This design comes from an exercise in tuning for small area on the open sky130 flow, not from production work. Function was checked by simulation only, so behaviour that the tests miss may differ from the original. Power is estimated from default activity; no workload was simulated.

Design sbs, start of the top module:
module sbs #(
    parameter CHUNK_MAX = 62,      
    parameter N_MAX     = 4095     
) (
    input  wire        clk,
    input  wire        rst,
    input  wire        cmd_valid,
    output wire        cmd_ready,
    input  wire [7:0]  cmd_op,
    input  wire [31:0] cmd_arg,
    input  wire        wd_valid,
    output wire        wd_ready,
    input  wire [7:0]  wd_data,
    output wire        rd_valid,
    output wire [7:0]  rd_data,
    output wire        tx_valid,
    input  wire        tx_ready,
    output wire [7:0]  tx_data,
    output wire        tx_last,
    input  wire        rx_valid,
    output wire        rx_ready,
    input  wire [7:0]  rx_data,
    output wire        busy,
    output wire [7:0]  status,
    output wire [7:0]  cause,
    output wire [31:0] pins
);
Size in the first run: ~130 I/O pins.
==> flow/config.mk <==
export PLATFORM = sky130hd
export DESIGN_NAME = sbs
export DESIGN_NICKNAME = sbs
export VERILOG_FILES = /design/flow/design.v
export SDC_FILE = /design/flow/constraint.sdc
export NUM_CORES = 4
export LEC_CHECK = 0
export CAP_MARGIN = 20
export CORE_MARGIN = 2
export CORE_UTILIZATION = 65
export SLEW_MARGIN = 20
==> flow/constraint.sdc <==
create_clock -name core_clock -period 10.0 [get_ports {clk}]
set_input_delay 2.0000 -clock core_clock [delete_from_list [all_inputs] [get_ports {clk}]]
set_output_delay 2.0000 -clock core_clock [all_outputs]
set_load 0.01 [all_outputs]
standard.sh (not shown) runs the stock make flow with config.mk's settings and CLKGATE_MAP_FILE= SYNTH_SCRIPT=/design/flow/synth_recipe.tcl, a recipe that flattens the netlist after the stock synthesis.
==> flow/flow/run.sh <==
#!/bin/bash
# Standard layout, with the port buffers made from the smallest buffer cell
# and a clock tree without dummy balancing loads.
set -euo pipefail
export BUFFER_PORTS_ARGS="-buffer_cell sky130_fd_sc_hd__buf_1"
export CTS_ARGS="-sink_clustering_enable -repair_clock_nets -dont_use_dummy_load -buf_list sky130_fd_sc_hd__clkbuf_8"
bash standard.sh > standard.log 2>&1
The first run completed with no timing, DRC or antenna violations.
Edit:
--- a/flow/design.v
+++ b/flow/design.v
@@ -55,14 +55,12 @@
     reg [1:0]  rh;          
     reg [15:0] rem;         
     reg [5:0]  ccnt;        
     reg [15:0] ihi;         
     reg [6:0]  ilo;         
     wire [31:0] insn = {ihi, rem[15:7], ilo};
-    reg [7:0]  dbuf;        
-    reg        dval;        
     wire [7:0]  sh   = ihi[7:0];
     function [7:0] dec8(input [2:0] i);
         dec8 = 8'h01 << i;
     endfunction
     wire [7:0] m_cs   = dec8(pcs);
     wire [7:0] m_clk  = dec8(pclk);
@@ -84,13 +82,13 @@
     wire        tail0   = body && !big && (y == 7'h00);
     wire        lastb   = lastt || (body && !big && (y == 7'h01));
     wire        one     = !big && (y == 7'h7F);         
     wire [5:0]  v       = y[5:0];                       
     wire        chunk_end = lastb ||
                             (ccnt == ((sending && rh == R_H0) ? CHUNK_MAX - 3 : CHUNK_MAX - 1));
-    wire [7:0]  samp    = (state == S_READ) ? rx_data : dbuf;
+    wire [7:0]  samp    = (state == S_READ) ? rx_data : wd_data;
     wire        s_clk   = |(samp & m_clk);
     wire        s_din   = |(samp & m_din);
     wire [4:0]  iidx    = {v[5:4] - {1'b0, !sending}, v[3:1]};
     wire        ibit    = insn[~iidx];
     wire        wbit    = samp[~v[3:1]];
     wire        xpay    = pay && (kind == K_XFER);
@@ -98,26 +96,27 @@
     wire        dsel    = dpay && ((kind == K_INSN) ? ibit : (wbit && !(oflag && state == S_ENC)));
     wire [7:0]  vec     = (dsel ? m_dout : 8'h00) | ((dpay && v[0]) ? m_clk : 8'h00) |
                           ((sending && cs_level) ? m_cs : 8'h00) | (xpay ? samp : 8'h00);
     wire        needwd  = pay && (kind == K_XFER || kind == K_WR);
     wire        takewd  = needwd && (kind == K_XFER || v[3:0] == 4'hF) &&
                           ((state == S_DUP) || !chunk_end);
-    assign tx_valid = sending && (!needwd || dval);
+    assign tx_valid = sending && (!needwd || wd_valid);
     assign tx_data  = vec;
     assign tx_last  = (state == S_DUP);
-    assign wd_ready = !dval && ((state == S_ENC) || (state == S_DEC) || (sending && needwd));
+    assign wd_ready = ((state == S_ENC) && v[3:0] == 4'hF) || (state == S_DEC) ||
+                      (sending && takewd && tx_ready);
     assign rx_ready = (state == S_DROP) || (state == S_READ);
     wire        rd_samp = (state == S_READ) && rx_valid;
     wire        dec_on  = (state == S_DEC) ||
                           ((state == S_READ) && pay && (kind == K_INSN || (kind == K_WR && oflag)));
-    wire        devt    = dec_on && ((state == S_DEC) ? dval : rx_valid);
+    wire        devt    = dec_on && ((state == S_DEC) ? wd_valid : rx_valid);
     wire        viol    = v[0] ? !s_clk : s_clk;
     wire        echo_bad = (kind == K_INSN) && v[0] && (v[5:4] == 2'd1 || v[5:4] == 2'd2) &&
                            (s_din != ibit);
     wire        dbyte   = v[3:0] == 4'hF;
-    assign rd_valid = ((state == S_ENC) && dval) ||
+    assign rd_valid = ((state == S_ENC) && wd_valid) ||
                       (devt && dbyte && (state == S_DEC || kind == K_WR || v[5:4] == 2'd3)) ||
                       (rd_samp && xpay && oflag);
     assign rd_data  = (dec_on && !xpay) ? {sh[6:0], s_din} : vec;
     wire [3:0]  c_op    = cmd_op[7:4];
     wire [3:0]  c_flags = cmd_op[3:0];
     wire [15:0] c_n     = cmd_arg[15:0];
@@ -179,21 +178,12 @@
             oflag <= c_flags[0];
             kind  <= op_xf ? K_XFER : op_in ? K_INSN : K_WR;    
             rh    <= op_ed ? R_BODY : op_cs ? R_T1 : R_H0;
             rem   <= op_xf ? c_n : op_in ? {c_n[15:7], 7'd64} : {c_n[11:0], 4'h0};
             ccnt  <= 6'd62;
             pend  <= 1'b0;
-            dval  <= 1'b0;
-        end else begin
-            if (wd_valid && wd_ready) begin
-                dbuf <= wd_data;
-                dval <= 1'b1;
-            end
-            if (((state == S_ENC) && dval && v[3:0] == 4'hF) || ((state == S_DEC) && dval) ||
-                (sending && tx_valid && tx_ready && takewd))
-                dval <= 1'b0;
         end
         if (rst) begin
             state      <= S_IDLE;
             pins_valid <= 1'b0;
             link_open  <= 1'b0;
             cs_known   <= 1'b0;
@@ -216,17 +206,17 @@
                 if (run && !op_ed) begin
                     cs_known <= 1'b1;
                     if (op_cs || op_in || c_flags[1]) cs_level <= op_cs && c_op[0];
                 end
                 if (run) state <= (c_op == OP_ENCODE) ? S_ENC : (c_op == OP_DECODE) ? S_DEC : S_SEND;
             end
-            S_ENC: if (dval) begin
+            S_ENC: if (wd_valid) begin
                 rem <= rem - 16'd1;
                 if (one) state <= S_IDLE;
             end
-            S_DEC: if (dval) begin
+            S_DEC: if (wd_valid) begin
                 rem <= rem - 16'd1;
                 if (viol) pend <= 1'b1;
                 if (v[0]) ihi[7:0] <= {sh[6:0], s_din};
                 if (one) begin
                     err   <= pend || viol;
                     state <= S_IDLE;
After rerunning: Setup slack is better by 0.21 ns. Wire length went down by 11%. First-iteration DRC count went down by 9.0%. Power went down by 2.3%. Design area went down by 7.9%. Count of clock-buffer cells in the layout is unchanged. Die area went down by 9.0%. Synthesized cell count went down by 5.2%. Register-to-register slack is better by 0.31 ns. Non-clock buffer count went up by 3. Area after synthesis went down by 9.3%. Sequential power went down by 9.8%. Clock skew went down by 0.0035 ns.

## port drivers added, routing unchanged
Ports are ideal in the flow. The routed layouts listed here were re-timed in OpenROAD.
Step 1 assumes that a clkbuf_16 drives the clock port and a buf_2 every other input.
Step 2 adds t to the input delays and takes it off the output delays; t is the mean of the earliest and latest rising clock arrival at the registers after step 1. Input paths then give back, and output paths get back, about the clock's delay inside the block.
a / b / c = no drivers / after step 1 / after step 2; a / b = the first two.
| run | shift t [ns] | setup slack, ns | worst hold slack (ns) | worst data-port slew with drivers (ns) | cell pins on the clock port's net |
|---|---|---|---|---|---|
| the first run | 0.389 | 2.369 / 2.333 / 2.722 | 0.493 / 0.493 / 0.493 | 0.06 | 1 |
| the second run | 0.382 | 2.583 / 2.548 / 2.929 | 0.507 / 0.507 / 0.507 | 0.04 | 1 |
After both steps setup and hold are still met in every run listed.
